Source: an optimization exercise on an open RTL-to-GDS flow (aim: small area, a short achievable clock period and few clock cycles). Production flows keep margins and buffers that such runs may drop. The RTL was checked by simulation tests, not by an equivalence proof against the original design. Power figures rest on the tool's default switching activity, not on a simulated workload.

$ cat run.sh
#!/bin/bash
# synth_recipe.tcl (not shown) runs the flow's synth.tcl, then flattens the netlist and writes it again
# the make line also repeats each setting of config.mk as NAME=value (left out here)
make -C /OpenROAD-flow-scripts/flow DESIGN_CONFIG=/design/flow/config.mk WORK_HOME=/design/flow/orfs CLKGATE_MAP_FILE= SYNTH_SCRIPT=/design/flow/synth_recipe.tcl finish
$ cat config.mk
export PLATFORM = sky130hd
export DESIGN_NAME = cands_codec
export DESIGN_NICKNAME = cands_codec
export VERILOG_FILES = /design/flow/design.v
export SDC_FILE = /design/flow/constraint.sdc
export NUM_CORES = 4
export LEC_CHECK = 0
export CAP_MARGIN = 20
export CORE_MARGIN = 2
export CORE_UTILIZATION = 40
export SLEW_MARGIN = 20
$ cat constraint.sdc
create_clock -name core_clock -period 10.0 [get_ports {clk}]
set_input_delay 2.0000 -clock core_clock [delete_from_list [all_inputs] [get_ports {clk}]]
set_output_delay 2.0000 -clock core_clock [all_outputs]
set_load 0.01 [all_outputs]
$ cat design.v
module cands_codec (
    input  wire         clk,
    input  wire         rst,
    input  wire         cmd_valid,
    output wire         cmd_ready,
    input  wire [63:0]  cmd_word,
    input  wire [15:0]  cmd_ib_len,
    input  wire         ib_valid,
    output wire         ib_ready,
    input  wire [7:0]   ib_data,
    output wire         frm_valid,
    input  wire         frm_ready,
    output wire [28:0]  frm_xid,
    output wire [6:0]   frm_len,
    output wire [511:0] frm_data,
    output wire         frm_rx,
    output wire [2:0]   frm_prio,
    output wire [1:0]   frm_kind,
    output wire [15:0]  frm_port,
    output wire [7:0]   frm_src,
    output wire [7:0]   frm_dst,
    output wire [4:0]   frm_tid,
    output wire         frm_start,
    output wire         frm_end,
    output wire         frm_toggle,
    output wire [1:0]   frm_type,
    output wire [3:0]   frm_dlc,
    output reg          rsp_valid,
    output reg  [7:0]   status,
    output reg  [63:0]  res
);
    localparam [7:0] OP_CRC_UPDATE    = 8'h01, OP_CRC_COMPUTE  = 8'h02,
                     OP_DLC_TO_LEN    = 8'h10, OP_LEN_TO_DLC   = 8'h11,
                     OP_ROUND_UP_LEN  = 8'h12,
                     OP_MAKE_MSG_ID   = 8'h20, OP_MAKE_SVC_ID  = 8'h21,
                     OP_MAKE_CAN_ID   = 8'h22, OP_UNPACK_ID    = 8'h23,
                     OP_MAKE_TAIL     = 8'h30, OP_DECODE_TAIL  = 8'h31,
                     OP_CREATE_PACKET = 8'h40, OP_SEND_MESSAGE = 8'h41,
                     OP_SEND_REQUEST  = 8'h42, OP_SEND_RESPONSE= 8'h43,
                     OP_PARSE_BUFFER  = 8'h50,
                     OP_INIT          = 8'h70, OP_SET_NODE_ID  = 8'h71,
                     OP_READ_STATE    = 8'h72;
    localparam [7:0] E_OK = 8'd0, E_INVALID_ARGUMENT = 8'd1,
                     E_INVALID_FRAME_SIZE = 8'd2, E_INVALID_FRAME_LENGTH = 8'd3,
                     E_INVALID_CAN_ID = 8'd4,
                     E_INVALID_STATE = 8'd5, E_LENGTH_MISMATCH = 8'd6,
                     E_ILLEGAL_COMMAND = 8'd7;
    localparam [2:0] PRIO_NOMINAL = 3'd4;
    function [15:0] crc_update;
        input [15:0] s;
        input [7:0]  b;
        integer k;
        reg [15:0] t;
        begin
            t = s ^ {b, 8'h00};
            for (k = 0; k < 8; k = k + 1)
                t = t[15] ? ({t[14:0], 1'b0} ^ 16'h1021) : {t[14:0], 1'b0};
            crc_update = t;
        end
    endfunction
    function [6:0] dlc_to_len;
        input [3:0] d;
        begin
            case (d)
                4'd9:    dlc_to_len = 7'd12;
                4'd10:   dlc_to_len = 7'd16;
                4'd11:   dlc_to_len = 7'd20;
                4'd12:   dlc_to_len = 7'd24;
                4'd13:   dlc_to_len = 7'd32;
                4'd14:   dlc_to_len = 7'd48;
                4'd15:   dlc_to_len = 7'd64;
                default: dlc_to_len = {3'd0, d};
            endcase
        end
    endfunction
    function [3:0] len_to_dlc;
        input [6:0] n;
        begin
            if (n <= 7'd8)       len_to_dlc = n[3:0];
            else if (n <= 7'd12) len_to_dlc = 4'd9;
            else if (n <= 7'd16) len_to_dlc = 4'd10;
            else if (n <= 7'd20) len_to_dlc = 4'd11;
            else if (n <= 7'd24) len_to_dlc = 4'd12;
            else if (n <= 7'd32) len_to_dlc = 4'd13;
            else if (n <= 7'd48) len_to_dlc = 4'd14;
            else                 len_to_dlc = 4'd15;
        end
    endfunction
    function [6:0] round_up_len;
        input [6:0] n;
        begin
            round_up_len = dlc_to_len(len_to_dlc(n));
        end
    endfunction
    function legal_mtu;
        input [15:0] m;
        begin
            case (m)
                16'd8, 16'd12, 16'd16, 16'd20,
                16'd24, 16'd32, 16'd48, 16'd64: legal_mtu = 1'b1;
                default:                        legal_mtu = 1'b0;
            endcase
        end
    endfunction
    function [36:0] unpack_id;
        input [28:0] x;
        begin
            unpack_id = 37'd0;
            unpack_id[34:32] = x[28:26];
            if (!x[25]) begin
                unpack_id[36:35] = 2'd0;
                unpack_id[15:0]  = {2'd0, x[21:8]};
                unpack_id[23:16] = x[24] ? 8'hFF : {1'b0, x[6:0]};
                unpack_id[31:24] = 8'hFF;
            end else begin
                unpack_id[36:35] = x[24] ? 2'd1 : 2'd2;
                unpack_id[15:0]  = {7'd0, x[22:14]};
                unpack_id[23:16] = {1'b0, x[6:0]};
                unpack_id[31:24] = {1'b0, x[13:7]};
            end
        end
    endfunction
    function [1:0] frame_type;
        input start, fin;
        begin
            case ({start, fin})
                2'b11:   frame_type = 2'd0;    
                2'b10:   frame_type = 2'd1;    
                2'b01:   frame_type = 2'd2;    
                default: frame_type = 2'd3;    
            endcase
        end
    endfunction
    reg [7:0] node_id;
    reg [6:0] mtu;
    reg [7:0] tid;
    localparam [3:0] S_IDLE = 4'd0, S_EXEC = 4'd1, S_DRAIN = 4'd2,
                     S_FSTART = 4'd3, S_FILL = 4'd4, S_TAIL = 4'd5,
                     S_EMIT = 4'd6, S_RESP = 4'd7, S_MOD = 4'd8,
                     S_PARSE = 4'd9;
    reg [3:0]   state;
    reg [63:0]  cw;
    reg [15:0]  ib_len;
    reg [7:0]   err;         
    reg [15:0]  crc;         
    reg [15:0]  pay_left;    
    reg [16:0]  rem;         
    reg [5:0]   pad_left;    
    reg [5:0]   cap;         
    reg [5:0]   idx;         
    reg         multi;       
    reg         last;        
    reg         first;       
    reg         toggle;
    reg [15:0]  frame_cnt;
    reg [511:0] fbuf;
    reg [4:0]   mod_cnt;     
    reg [6:0]   mod_r;       
    reg [6:0]   rb;          
    reg [31:0]  rx_xid;
    reg [3:0]   rx_dlc;
    reg [7:0]   rx_tail;
    wire [7:0]  opc   = cw[7:0];
    wire [7:0]  f_a   = cw[15:8];
    wire [7:0]  f_b   = cw[23:16];
    wire [15:0] f_p   = cw[39:24];
    wire [2:0]  f_pri = cw[42:40];
    wire [1:0]  f_kind= cw[44:43];
    wire [2:0]  f_f   = cw[47:45];
    wire [15:0] f_l   = cw[63:48];
    wire [31:0] f_x   = cw[39:8];
    reg        op_known;
    reg [63:0] op_mask;
    always @(*) begin
        op_known = 1'b1;
        case (opc)
            OP_CRC_UPDATE:    op_mask = 64'hFFFFFF0000FF00FF;
            OP_CRC_COMPUTE:   op_mask = 64'h0000FF0000FFFFFF;
            OP_DLC_TO_LEN:    op_mask = 64'hFFFFFFFFFFFF00FF;
            OP_LEN_TO_DLC:    op_mask = 64'hFFFFFF0000FFFFFF;
            OP_ROUND_UP_LEN:  op_mask = 64'hFFFFFF0000FFFFFF;
            OP_MAKE_MSG_ID:   op_mask = 64'hFFFFFF0000FF00FF;
            OP_MAKE_SVC_ID:   op_mask = 64'hFFFFDF00000000FF;
            OP_MAKE_CAN_ID:   op_mask = 64'hFFFFE000000000FF;
            OP_UNPACK_ID:     op_mask = 64'hFFFFFF00000000FF;
            OP_MAKE_TAIL:     op_mask = 64'hFFFF1FFFFFFF00FF;
            OP_DECODE_TAIL:   op_mask = 64'hFFFFFFFFFFFF00FF;
            OP_CREATE_PACKET: op_mask = 64'hFFFFE000000000FF;
            OP_SEND_MESSAGE:  op_mask = 64'hFFFFFF0000FFFFFF;
            OP_SEND_REQUEST:  op_mask = 64'hFFFFFF000000FFFF;
            OP_SEND_RESPONSE: op_mask = 64'hFFFFFF000000FFFF;
            OP_PARSE_BUFFER:  op_mask = 64'hFFFFFFFFFFFFFFFF;
            OP_INIT:          op_mask = 64'hFFFFFF0000FF00FF;
            OP_SET_NODE_ID:   op_mask = 64'hFFFFFFFFFFFF00FF;
            OP_READ_STATE:    op_mask = 64'hFFFFFFFFFFFFFFFF;
            default: begin
                op_known = 1'b0;
                op_mask  = 64'hFFFFFFFFFFFFFFFF;
            end
        endcase
    end
    wire uses_kind = (opc == OP_MAKE_CAN_ID) || (opc == OP_CREATE_PACKET);
    wire illegal   = !op_known || ((cw & op_mask) != {56'd0, opc}) ||
                     (uses_kind && f_kind == 2'd3);
    wire is_tx     = (opc == OP_CREATE_PACKET) || (opc == OP_SEND_MESSAGE) ||
                     (opc == OP_SEND_REQUEST)  || (opc == OP_SEND_RESPONSE);
    wire is_send   = is_tx && (opc != OP_CREATE_PACKET);
    reg [2:0]  id_prio;
    reg [1:0]  id_kind;
    reg [15:0] id_port;
    reg [7:0]  id_remote;
    reg [7:0]  id_local;
    always @(*) begin
        id_prio   = f_pri;
        id_kind   = f_kind;
        id_port   = f_p;
        id_remote = f_b;
        id_local  = node_id;
        case (opc)
            OP_MAKE_CAN_ID:   id_local = f_a;
            OP_SEND_MESSAGE:  begin id_prio = PRIO_NOMINAL; id_kind = 2'd0; id_remote = 8'hFF; end
            OP_SEND_REQUEST:  begin id_prio = PRIO_NOMINAL; id_kind = 2'd1; end
            OP_SEND_RESPONSE: begin id_prio = PRIO_NOMINAL; id_kind = 2'd2; end
            default: ;
        endcase
    end
    wire [6:0] pmtu = mtu - 7'd1;    
    reg        id_is_msg, id_is_svc, id_anon;
    reg [7:0]  id_err;
    reg [28:0] id_value;
    always @(*) begin
        id_is_msg = (id_kind == 2'd0) && id_remote[7] && (id_port <= 16'd8191);
        id_is_svc = ((id_kind == 2'd1) || (id_kind == 2'd2)) && !id_remote[7] &&
                    (id_port <= 16'd511);
        id_anon   = id_is_msg && id_local[7];
        id_err    = E_OK;
        id_value  = 29'd0;
        if (id_is_msg) begin
            if (!id_local[7])
                id_value = {8'd0, id_port[12:0], 1'b0, id_local[6:0]};
            else if (ib_len <= {9'd0, pmtu})
                id_value = {4'd0, 1'b1, 3'd0, id_port[12:0], 1'b0, crc[6:0]};
            else
                id_err = E_INVALID_ARGUMENT;
        end else if (id_is_svc) begin
            if (id_local[7])
                id_err = E_INVALID_ARGUMENT;
            else
                id_value = {3'd0, 1'b1, (id_kind == 2'd1), 1'b0, id_port[8:0],
                            id_remote[6:0], id_local[6:0]};
        end else begin
            id_err = E_INVALID_ARGUMENT;
        end
        id_value = id_value | {id_prio, 26'd0};
        if (id_err == E_OK && id_value == 29'd0)
            id_err = E_INVALID_CAN_ID;
    end
    reg [7:0] start_err;
    always @(*) begin
        start_err = E_OK;
        if (illegal)
            start_err = E_ILLEGAL_COMMAND;
        else begin
            case (opc)
                OP_CRC_COMPUTE:  if (f_l != ib_len) start_err = E_LENGTH_MISMATCH;
                OP_DLC_TO_LEN:   if (f_a > 8'd15) start_err = E_INVALID_FRAME_SIZE;
                OP_LEN_TO_DLC,
                OP_ROUND_UP_LEN: if (f_p > 16'd64) start_err = E_INVALID_FRAME_SIZE;
                OP_MAKE_MSG_ID:  if (f_a > 8'd127 || f_p > 16'd8191) start_err = E_INVALID_ARGUMENT;
                OP_MAKE_SVC_ID:  if (f_a > 8'd127 || f_b > 8'd127 || f_p > 16'd511)
                                     start_err = E_INVALID_ARGUMENT;
                OP_MAKE_CAN_ID:  start_err = id_err;
                OP_MAKE_TAIL:    if (f_f[2] && !f_f[0]) start_err = E_INVALID_STATE;
                OP_CREATE_PACKET, OP_SEND_MESSAGE,
                OP_SEND_REQUEST, OP_SEND_RESPONSE:
                                 if (id_err != E_OK) start_err = E_INVALID_CAN_ID;
                OP_INIT:         if (!legal_mtu(f_p)) start_err = E_INVALID_FRAME_SIZE;
                default: ;
            endcase
        end
    end
    wire [28:0] ux = f_x[28:0];
    reg  [63:0] ok_res;
    always @(*) begin
        ok_res = 64'd0;
        case (opc)
            OP_CRC_UPDATE:   ok_res[15:0] = crc_update(f_p, f_a);
            OP_CRC_COMPUTE:  ok_res[15:0] = crc;
            OP_DLC_TO_LEN:   ok_res[6:0]  = dlc_to_len(f_a[3:0]);
            OP_LEN_TO_DLC:   ok_res[3:0]  = len_to_dlc(f_p[6:0]);
            OP_ROUND_UP_LEN: ok_res[6:0]  = round_up_len(f_p[6:0]);
            OP_MAKE_MSG_ID:  ok_res[28:0] = {8'd0, f_p[12:0], 1'b0, f_a[6:0]};
            OP_MAKE_SVC_ID:  ok_res[28:0] = {3'd0, 1'b1, f_f[0], 1'b0, f_p[8:0],
                                             f_b[6:0], f_a[6:0]};
            OP_MAKE_CAN_ID:  ok_res[28:0] = id_value;
            OP_UNPACK_ID:    ok_res[36:0] = unpack_id(ux);
            OP_MAKE_TAIL:    ok_res[7:0] = {f_f[2], f_f[1], f_f[0], f_a[4:0]};
            OP_DECODE_TAIL:  ok_res[9:0] = {frame_type(f_a[7], f_a[6]), f_a};
            OP_CREATE_PACKET, OP_SEND_MESSAGE,
            OP_SEND_REQUEST, OP_SEND_RESPONSE:
                             ok_res = {3'd0, id_value, 16'd0, frame_cnt};
            OP_PARSE_BUFFER: ok_res[15:0] = frame_cnt;
            OP_READ_STATE:   ok_res[23:0] = {tid, 1'b0, mtu, node_id};
            default: ;
        endcase
    end
    wire [4:0] tail_tid = (opc == OP_CREATE_PACKET) ? f_a[4:0] : tid[4:0];
    wire [6:0] single_cap = round_up_len(ib_len[6:0] + 7'd1) - 7'd1;
    wire [6:0] last_cap   = round_up_len(rem[6:0] + 7'd1) - 7'd1;
    reg  [7:0] fill_byte;
    reg        fill_go;       
    reg        fill_is_pay;   
    reg        fill_is_pad;   
    always @(*) begin
        fill_byte   = 8'h00;
        fill_go     = 1'b0;
        fill_is_pay = 1'b0;
        fill_is_pad = 1'b0;
        if (pay_left != 16'd0) begin
            fill_byte   = ib_data;
            fill_go     = ib_valid;
            fill_is_pay = 1'b1;
        end else if (pad_left != 6'd0) begin
            fill_go     = 1'b1;
            fill_is_pad = 1'b1;
        end else if (rem == 17'd2) begin
            fill_byte = crc[15:8];
            fill_go   = 1'b1;
        end else begin
            fill_byte = crc[7:0];
            fill_go   = 1'b1;
        end
    end
    assign cmd_ready = (state == S_IDLE);
    assign ib_ready  = (state == S_DRAIN && pay_left != 16'd0) ||
                       (state == S_FILL  && pay_left != 16'd0) ||
                       (state == S_PARSE);
    assign frm_valid = (state == S_EMIT);
    wire        is_parse = (opc == OP_PARSE_BUFFER);
    wire [6:0]  rx_ld    = dlc_to_len(rx_dlc);       
    wire [36:0] rx_id    = unpack_id(rx_xid[28:0]);
    assign frm_xid    = is_parse ? rx_xid[28:0] : id_value;
    assign frm_len    = is_parse ? rx_ld - 7'd1 : {1'b0, cap} + 7'd1;
    assign frm_data   = fbuf;
    assign frm_rx     = is_parse;
    assign frm_prio   = rx_id[34:32];
    assign frm_kind   = rx_id[36:35];
    assign frm_port   = rx_id[15:0];
    assign frm_src    = rx_id[23:16];
    assign frm_dst    = rx_id[31:24];
    assign frm_tid    = rx_tail[4:0];
    assign frm_start  = rx_tail[7];
    assign frm_end    = rx_tail[6];
    assign frm_toggle = rx_tail[5];
    assign frm_type   = frame_type(rx_tail[7], rx_tail[6]);
    assign frm_dlc    = rx_dlc;
    wire [6:0]  rec_size = mtu + 7'd8;
    wire [7:0]  mod_2r   = {mod_r, ib_len[mod_cnt[3:0] - 4'd1]};
    wire [6:0]  rx_j     = rb - 7'd8;                
    wire [6:0]  new_ld   = dlc_to_len(ib_data[3:0]);
    always @(posedge clk) begin
        rsp_valid <= 1'b0;
        if (rst) begin
            state     <= S_IDLE;
            node_id   <= 8'hFF;
            mtu       <= 7'd8;
            tid       <= 8'd0;
            status    <= 8'd0;
            res       <= 64'd0;
            cw        <= 64'd0;
            ib_len    <= 16'd0;
            err       <= 8'd0;
            crc       <= 16'hFFFF;
            pay_left  <= 16'd0;
            rem       <= 17'd0;
            pad_left  <= 6'd0;
            cap       <= 6'd0;
            idx       <= 6'd0;
            multi     <= 1'b0;
            last      <= 1'b0;
            first     <= 1'b0;
            toggle    <= 1'b0;
            frame_cnt <= 16'd0;
            fbuf      <= 512'd0;
            mod_cnt   <= 5'd0;
            mod_r     <= 7'd0;
            rb        <= 7'd0;
            rx_xid    <= 32'd0;
            rx_dlc    <= 4'd0;
            rx_tail   <= 8'd0;
        end else begin
            case (state)
                S_IDLE: begin
                    if (cmd_valid) begin
                        cw     <= cmd_word;
                        ib_len <= cmd_ib_len;
                        state  <= S_EXEC;
                    end
                end
                S_EXEC: begin
                    err       <= start_err;
                    crc       <= (opc == OP_CRC_COMPUTE) ? f_p : 16'hFFFF;
                    pay_left  <= ib_len;
                    rem       <= {1'b0, ib_len} + 17'd2;
                    multi     <= (ib_len > {9'd0, pmtu});
                    first     <= 1'b1;
                    toggle    <= 1'b1;
                    frame_cnt <= 16'd0;
                    mod_cnt   <= 5'd16;
                    mod_r     <= 7'd0;
                    rb        <= 7'd0;
                    if (is_tx && start_err == E_OK)
                        state <= S_FSTART;
                    else if (is_parse && start_err == E_OK)
                        state <= S_MOD;
                    else if (ib_len != 16'd0)
                        state <= S_DRAIN;
                    else
                        state <= S_RESP;
                end
                S_DRAIN: begin
                    if (ib_valid) begin
                        crc      <= crc_update(crc, ib_data);
                        pay_left <= pay_left - 16'd1;
                        if (pay_left == 16'd1)
                            state <= S_RESP;
                    end
                end
                S_MOD: begin
                    if (mod_cnt != 5'd0) begin
                        mod_r   <= (mod_2r >= {1'b0, rec_size}) ? mod_2r[6:0] - rec_size : mod_2r[6:0];
                        mod_cnt <= mod_cnt - 5'd1;
                    end else begin
                        if (mod_r != 7'd0) begin
                            err   <= E_INVALID_FRAME_LENGTH;
                            state <= S_DRAIN;
                        end else if (ib_len == 16'd0) begin
                            state <= S_RESP;
                        end else begin
                            state <= S_PARSE;
                        end
                    end
                end
                S_PARSE: begin
                    if (ib_valid) begin
                        pay_left <= pay_left - 16'd1;
                        rb       <= rb + 7'd1;
                        if (rb < 7'd4)
                            rx_xid[rb[1:0]*8 +: 8] <= ib_data;
                        if (rb == 7'd6) begin
                            rx_dlc <= ib_data[3:0];
                            if (new_ld == 7'd0 || new_ld > mtu) begin
                                err   <= E_INVALID_FRAME_LENGTH;
                                state <= (pay_left == 16'd1) ? S_RESP : S_DRAIN;
                            end
                        end
                        if (rb >= 7'd8) begin
                            if (rx_j < rx_ld - 7'd1)
                                fbuf[rx_j[5:0]*8 +: 8] <= ib_data;
                            if (rx_j == rx_ld - 7'd1)
                                rx_tail <= ib_data;
                        end
                        if (rb == rec_size - 7'd1) begin
                            rb    <= 7'd0;
                            state <= S_EMIT;
                        end
                    end
                end
                S_FSTART: begin
                    idx <= 6'd0;
                    if (!multi) begin
                        cap      <= single_cap[5:0];
                        pad_left <= single_cap[5:0] - ib_len[5:0];
                        last     <= 1'b1;
                        state    <= (single_cap == 7'd0) ? S_TAIL : S_FILL;
                    end else if (rem > {10'd0, pmtu}) begin
                        cap      <= pmtu[5:0];
                        pad_left <= 6'd0;
                        last     <= 1'b0;
                        state    <= S_FILL;
                    end else begin
                        cap      <= last_cap[5:0];
                        pad_left <= last_cap[5:0] - rem[5:0];
                        last     <= 1'b1;
                        state    <= S_FILL;
                    end
                end
                S_FILL: begin
                    if (fill_go) begin
                        fbuf[idx*8 +: 8] <= fill_byte;
                        idx <= idx + 6'd1;
                        if (fill_is_pay) begin
                            crc      <= crc_update(crc, fill_byte);
                            pay_left <= pay_left - 16'd1;
                            rem      <= rem - 17'd1;
                        end else if (fill_is_pad) begin
                            if (multi)
                                crc <= crc_update(crc, 8'h00);
                            pad_left <= pad_left - 6'd1;
                        end else begin
                            rem <= rem - 17'd1;
                        end
                        if (idx + 6'd1 == cap)
                            state <= S_TAIL;
                    end
                end
                S_TAIL: begin
                    fbuf[idx*8 +: 8] <= {first, last, toggle, tail_tid};
                    state <= S_EMIT;
                end
                S_EMIT: begin
                    if (frm_ready) begin
                        fbuf      <= 512'd0;
                        frame_cnt <= frame_cnt + 16'd1;
                        toggle    <= ~toggle;
                        first     <= 1'b0;
                        if (is_parse)
                            state <= (pay_left == 16'd0) ? S_RESP : S_PARSE;
                        else
                            state <= last ? S_RESP : S_FSTART;
                    end
                end
                S_RESP: begin
                    rsp_valid <= 1'b1;
                    status    <= err;
                    res       <= (err == E_OK) ? ok_res : 64'd0;
                    if (err == E_OK) begin
                        case (opc)
                            OP_INIT: begin
                                node_id <= f_a;
                                mtu     <= f_p[6:0];
                                tid     <= 8'd0;
                            end
                            OP_SET_NODE_ID: node_id <= f_a;
                            default: if (is_send) tid <= tid + 8'd1;
                        endcase
                    end
                    state <= S_IDLE;
                end
                default: state <= S_IDLE;
            endcase
        end
    end
endmodule
==> run summary <==
- Entering global routing, the biggest net connects 161 pins.
- The worst setup path is of the flip-flop to primary output kind.
- OpenSTA, run right after detailed placement, puts the worst setup slack at 3.30 ns.
- Of all nets on the critical path, the largest fanout is 19.
- The setup total negative slack is 0 ns.
- IR analysis of the VDD net gives a maximum drop of about 0.00035 V.
- The number of core rows is 128.
- Clock-pin slew was measured on the worst setup and hold paths at 0.06 ns.
- The maximum single-stage delay on the critical path is 0.83 ns.
- The final wirelength is ~230000 µm.
- The clock latency of the later-clocked register in the worst-skew pair is 0.72 ns.
- During placement, the flow inserted port buffers numbering between 700 and 800.
- The via count of the first global-routing pass is around 48000.
- The max-slew violation count is 0.
- 769 I/O pins were placed.
- The die footprint is around 0.13 mm².
- The initial utilization of the core area, before any placement, comes to 0.402.
- The share of final-layout standard cells stronger than drive strength 1 is 0.0966.
- The root buffer selected by CTS is sky130_fd_sc_hd__clkbuf_16.
- The post-CTS setup buffer count is 0.
- The clock tree synthesis step divided the H-tree into 3 levels.
- The number of antenna diodes in the final layout is 0.
- For this run, the share of the core covered by cells in the final layout is 0.501.
- The number of synthesized flops with an enable pin is 0.
- The count of yosys warnings during synthesis is 1.
- The flow ran to the end and the layout has no timing, DRC or antenna violations.
- The routed length per instance is roughly 29 µm.
- The detail route stage leaves a number of antenna-violating nets equal to 0.
- After layout, the design draws a total of around 14 mW.
- Of the total power, the share spent switching nets is 0.463.
- The per-cell via count in the routed design is 6.47.
- The final cell count without fillers is 8002.
- The final route contains 51800 vias.
- The cell with the largest stage delay on the worst path is sky130_fd_sc_hd__nor2_2.
- The worst max-slew margin expressed relative to the limit is 0.193.
- Static timing analysis puts the maximum clock frequency at 132 MHz.
- TritonCTS built the clock tree.
- Averaged over all synthesized cells, the footprint is 8.39 µm².
- The required time of the worst setup path is ~8.0 ns.
- After synthesis, the cell types taking the most area are sky130_fd_sc_hd__dfxtp_1, sky130_fd_sc_hd__mux2i_1, sky130_fd_sc_hd__mux2_2.
- The synthesis-to-finish area growth is 24.4%.
- TritonCTS created 99 clock buffers.
- Traced cell by cell, the critical path runs through inv_1 > ha_1 > nand2_1 > nor4_1 > xnor2_1 > ha_1 > a311oi_1 > nand2_1 > o21ai_1 > a21oi_1 > nor2_2 > a22oi_1 > a21oi_1 > clkdlybuf4s50_1.
- The min-delay analysis places its worst path in the category flip-flop to flip-flop.
- The minimum setup slack in the final design is roughly 2.4 ns.
- In the post-synthesis netlist, the cell with the most instances is sky130_fd_sc_hd__dfxtp_1.
- The capture instance of the worst register-to-register path is pad_left[5].
- In this run the critical register-to-register path is launched from ib_len[1].
- The global router's overall resource usage is 0.353.
- The worst register-to-register path has a depth of 17.
- The share of total power dissipated in the clock network is 0.277.
- The final setup skew is 0.0604 ns.
- Data arrives at the worst endpoint at 5.60 ns.
- For this block, the initial DRC count from the detailed router was 6717.
- The net count reported at finish is 6476.
- The initial antenna violation count is 3.
- The standby leakage power is 23.3 nW.
- The count of unique library cells instantiated by Yosys is 107.
- The post-CTS resize count is 0.
- The placed wire-length estimate is 158000 µm.
- The maximum clock path buffer count is 3.
- The final-layout worst hold slack is 0.461 ns.
- The most critical setup path has its endpoint at frm_xid[15].
- The number of synthesized register bits is 833.
- STA classifies the critical path startpoint as a flip-flop.
- For this design the ratio of total power to cell area is around 230 mW/mm².
- At the pin with the least slew margin, the transition time is 1.21 ns.
- The number of endpoints failing setup at the final stage is 0.
- The sequential cell fraction of total power is 0.271.
- The cell internal power dissipation is 7.58 mW.
- The count of endpoints failing hold in the final timing report is 0.
- Setup repair after global routing left no endpoint under its margin.
- For this design the total switching power over the nets is ~6.5 mW.
- The clock sink count is between 800 and 900.
- The number of filler cells placed in the layout is 11500.
- The sequential share of the synthesized area is 0.341.
- The die is around 350 µm tall.
- The cell type group with the largest total delay on the critical path is compound AO/OA/AOI/OAI gates.
- The endpoint kind of the worst setup timing path is a primary output.
- For this run, design rule violations remaining after detail routing come to 0.
- The post-detailed-placement cell area is 0.0573 mm².
- The die span in x is ~350 µm.
- In this run the number of cells on the critical path is 14.
- After technology mapping, the gate count stands at just under 6000.
- The sum of overflow across all layers after global routing is 0.
- The power share of the combinational group is 0.452.
- After routing the design area is 0.0609 mm².
- The buffering stage count on the worst path with inverters included is 2.
- The fraction of the cycle the final worst path needs is 0.760.
- The tool flagged a number of max-cap violations equal to 0.
- The combined area of all synthesized cells is roughly 0.049 mm².
- The fraction of synthesized cell area taken by the top area cell type is 0.341.
- The slack of the worst reg-to-reg path is about 4.6 ns.
- The first global-routing pass estimated 336000 µm of wire.
- The area of the core is between 0.1 and 0.15 mm².
- After synthesis, the share of flip-flops with an asynchronous set or reset is 0.
- Before antenna repair, the detailed router went through 9 iterations.
- Hold repair after CTS inserted 0 buffers.
- The launching element of the worst setup path is mtu[0].
- At the end of routability-driven placement, the weighted congestion stood at 1.03.
- By count the netlist is led by sky130_fd_sc_hd__dfxtp_1, sky130_fd_sc_hd__nor2_1, sky130_fd_sc_hd__nand2_1, sky130_fd_sc_hd__a21oi_1, sky130_fd_sc_hd__mux2i_1.
- The post-placement cell count is 7820.
- The final period demand of the worst path is 7.60 ns.
- The most common flop cell mapped by yosys is sky130_fd_sc_hd__dfxtp_1.
- The synthesized design spends more area on one cell type than any other, namely sky130_fd_sc_hd__dfxtp_1.
==> layer usage <==
metal | global-route usage | part of all wire | routed length (µm)
met5 | 0 | 0.000030 | 7
met4 | 0.212 | 0.069 | 16100
met3 | 0.0773 | 0.10 | 24300
met2 | 0.533 | 0.43 | 100000
met1 | 0.459 | 0.40 | 93200
==> layout make-up <==
class | count | area (µm²) | share of cell area
Multi-Input combinational cell | 4403 | 29800 | 0.490
Sequential cell | 833 | 16700 | 0.274
Timing Repair Buffer | 880 | 8510 | 0.140
Clock buffer | 152 | 2990 | 0.0491
Tap cell | 1625 | 2030 | 0.0334
Clock inverter | 29 | 509 | 0.00837
Inverter | 80 | 302 | 0.00495
==> worst min path at each step <==
stage	cells after the start	slack, ns	end	start
floorplan	2	0.44	rx_xid[7]	rx_xid[7]
global placement	2	0.44	res[37]	res[37]
detailed placement	2	0.45	res[38]	res[38]
CTS	2	0.46	status[0]	status[0]
global route	2	0.49	cw[29]	cw[29]
finish	2	0.46	status[0]	status[0]
==> layout by cell type, fill, tap and decap left out, types with 13 or more instances in the layout <==
| cell | instances |
|---|---|
| sky130_fd_sc_hd__a21oi_1 | 354 |
| sky130_fd_sc_hd__o22ai_1 | 263 |
| sky130_fd_sc_hd__ha_1 | 83 |
| sky130_fd_sc_hd__inv_1 | 79 |
| sky130_fd_sc_hd__and3_1 | 26 |
| sky130_fd_sc_hd__a221o_1 | 49 |
| sky130_fd_sc_hd__nor2_1 | 651 |
| sky130_fd_sc_hd__nand2_1 | 558 |
| sky130_fd_sc_hd__nand2b_1 | 47 |
| sky130_fd_sc_hd__xor2_1 | 72 |
| sky130_fd_sc_hd__clkdlybuf4s50_1 | 748 |
| sky130_fd_sc_hd__o211ai_1 | 28 |
| sky130_fd_sc_hd__a211oi_1 | 37 |
| sky130_fd_sc_hd__o21ai_1 | 13 |
| sky130_fd_sc_hd__a222oi_1 | 229 |
| sky130_fd_sc_hd__clkbuf_8 | 29 |
| sky130_fd_sc_hd__clkbuf_1 | 23 |
| sky130_fd_sc_hd__a31oi_1 | 35 |
| sky130_fd_sc_hd__a221oi_1 | 14 |
| sky130_fd_sc_hd__a21o_1 | 19 |
| sky130_fd_sc_hd__nor4_1 | 38 |
| sky130_fd_sc_hd__buf_4 | 123 |
| sky130_fd_sc_hd__dfxtp_1 | 833 |
| sky130_fd_sc_hd__o21ai_2 | 19 |
| sky130_fd_sc_hd__nand3_1 | 95 |
| sky130_fd_sc_hd__xnor2_1 | 108 |
| sky130_fd_sc_hd__a22oi_1 | 75 |
| sky130_fd_sc_hd__nor2b_1 | 23 |
| sky130_fd_sc_hd__o21ai_0 | 251 |
| sky130_fd_sc_hd__clkbuf_16 | 100 |
| sky130_fd_sc_hd__nor3_1 | 124 |
| sky130_fd_sc_hd__nand4_1 | 32 |
| sky130_fd_sc_hd__or3_1 | 21 |
| sky130_fd_sc_hd__a22o_1 | 254 |
| sky130_fd_sc_hd__and2_1 | 40 |
| sky130_fd_sc_hd__mux2i_1 | 352 |
| sky130_fd_sc_hd__mux2_2 | 220 |
==> logic make-up (layout without fill, tap and decap cells) <==
group	Yosys count	after routing	share of synthesized area
mux	586	586	0.128
compound gates	1790	1790	0.263
flops	833	833	0.341
other cells	1	11	0.0000767
fa+ha+maj	86	86	0.0225
simple gates	1748	1748	0.160
buf+inv	605	1141	0.0522
xor+xnor	182	182	0.0331
==> power groups by stage <==
stage / clock network [mW] / registers [mW] / logic [mW]
CTS: 3.94 / 3.81 / 6.20
finish: 3.91 / 3.82 / 6.38
detailed placement: 0 / 3.88 / 6.18
global route: 4.07 / 3.84 / 6.67
floorplan: 0 / 3.70 / 3.99
global placement: 0 / 3.88 / 6.14
==> worst register-to-register path, cell delays in order, from the launching register on <==
cell and delay, ns:
sky130_fd_sc_hd__dfxtp_1 0.42, sky130_fd_sc_hd__buf_4 0.26, sky130_fd_sc_hd__ha_1 0.39, sky130_fd_sc_hd__nand4_1 0.20, sky130_fd_sc_hd__xnor2_1 0.58, sky130_fd_sc_hd__a2111oi_2 0.17, sky130_fd_sc_hd__o311ai_0 0.86, sky130_fd_sc_hd__nand2_1 0.18
sky130_fd_sc_hd__ha_1 0.29, sky130_fd_sc_hd__xnor2_1 0.37, sky130_fd_sc_hd__ha_1 0.35, sky130_fd_sc_hd__a21o_1 0.20, sky130_fd_sc_hd__a21o_1 0.19, sky130_fd_sc_hd__a21oi_1 0.17, sky130_fd_sc_hd__xnor2_1 0.17, sky130_fd_sc_hd__xnor2_1 0.17
sky130_fd_sc_hd__o221ai_1 0.13, sky130_fd_sc_hd__and3_1 0.20
==> state kept, by name, summed over array words and instances, names as in the netlist, 5 cells and up <==
register	count
crc	16
node_id	8
ib_len	16
fbuf	512
rb	7
mod_cnt	5
rem	17
cap	6
cw	64
mod_r	7
rx_tail	8
pad_left	6
idx	6
rx_xid	29
frame_cnt	16
res	60
pay_left	16
mtu	7
tid	8
Testbench counts, summed over its fixed seeds: cycles 50,489.

[afterwards: timing with drivers on the ports]
Ports are ideal in the flow. The routed layout listed here was re-timed in OpenROAD.
Step 1, drivers: a clkbuf_16 drives clk and a buf_2 each remaining input, both assumed.
Step 2 also shifts input and output timing later by t, the mid clock arrival at the registers, as if the neighbouring blocks saw the same clock.
Slacks: no drivers / after step 1 / after step 2; pairs: no drivers / after step 1.
t, ns: 0.774
setup WS [ns]: 2.404 / 2.319 / 3.093
worst setup path after step 2: register to output
worst register clock-pin slew, ns: 0.08 / 0.08
After both steps setup and hold are still met in this run. The setup slack of this run moves by -0.085 ns with the drivers and by +0.689 ns with both steps.
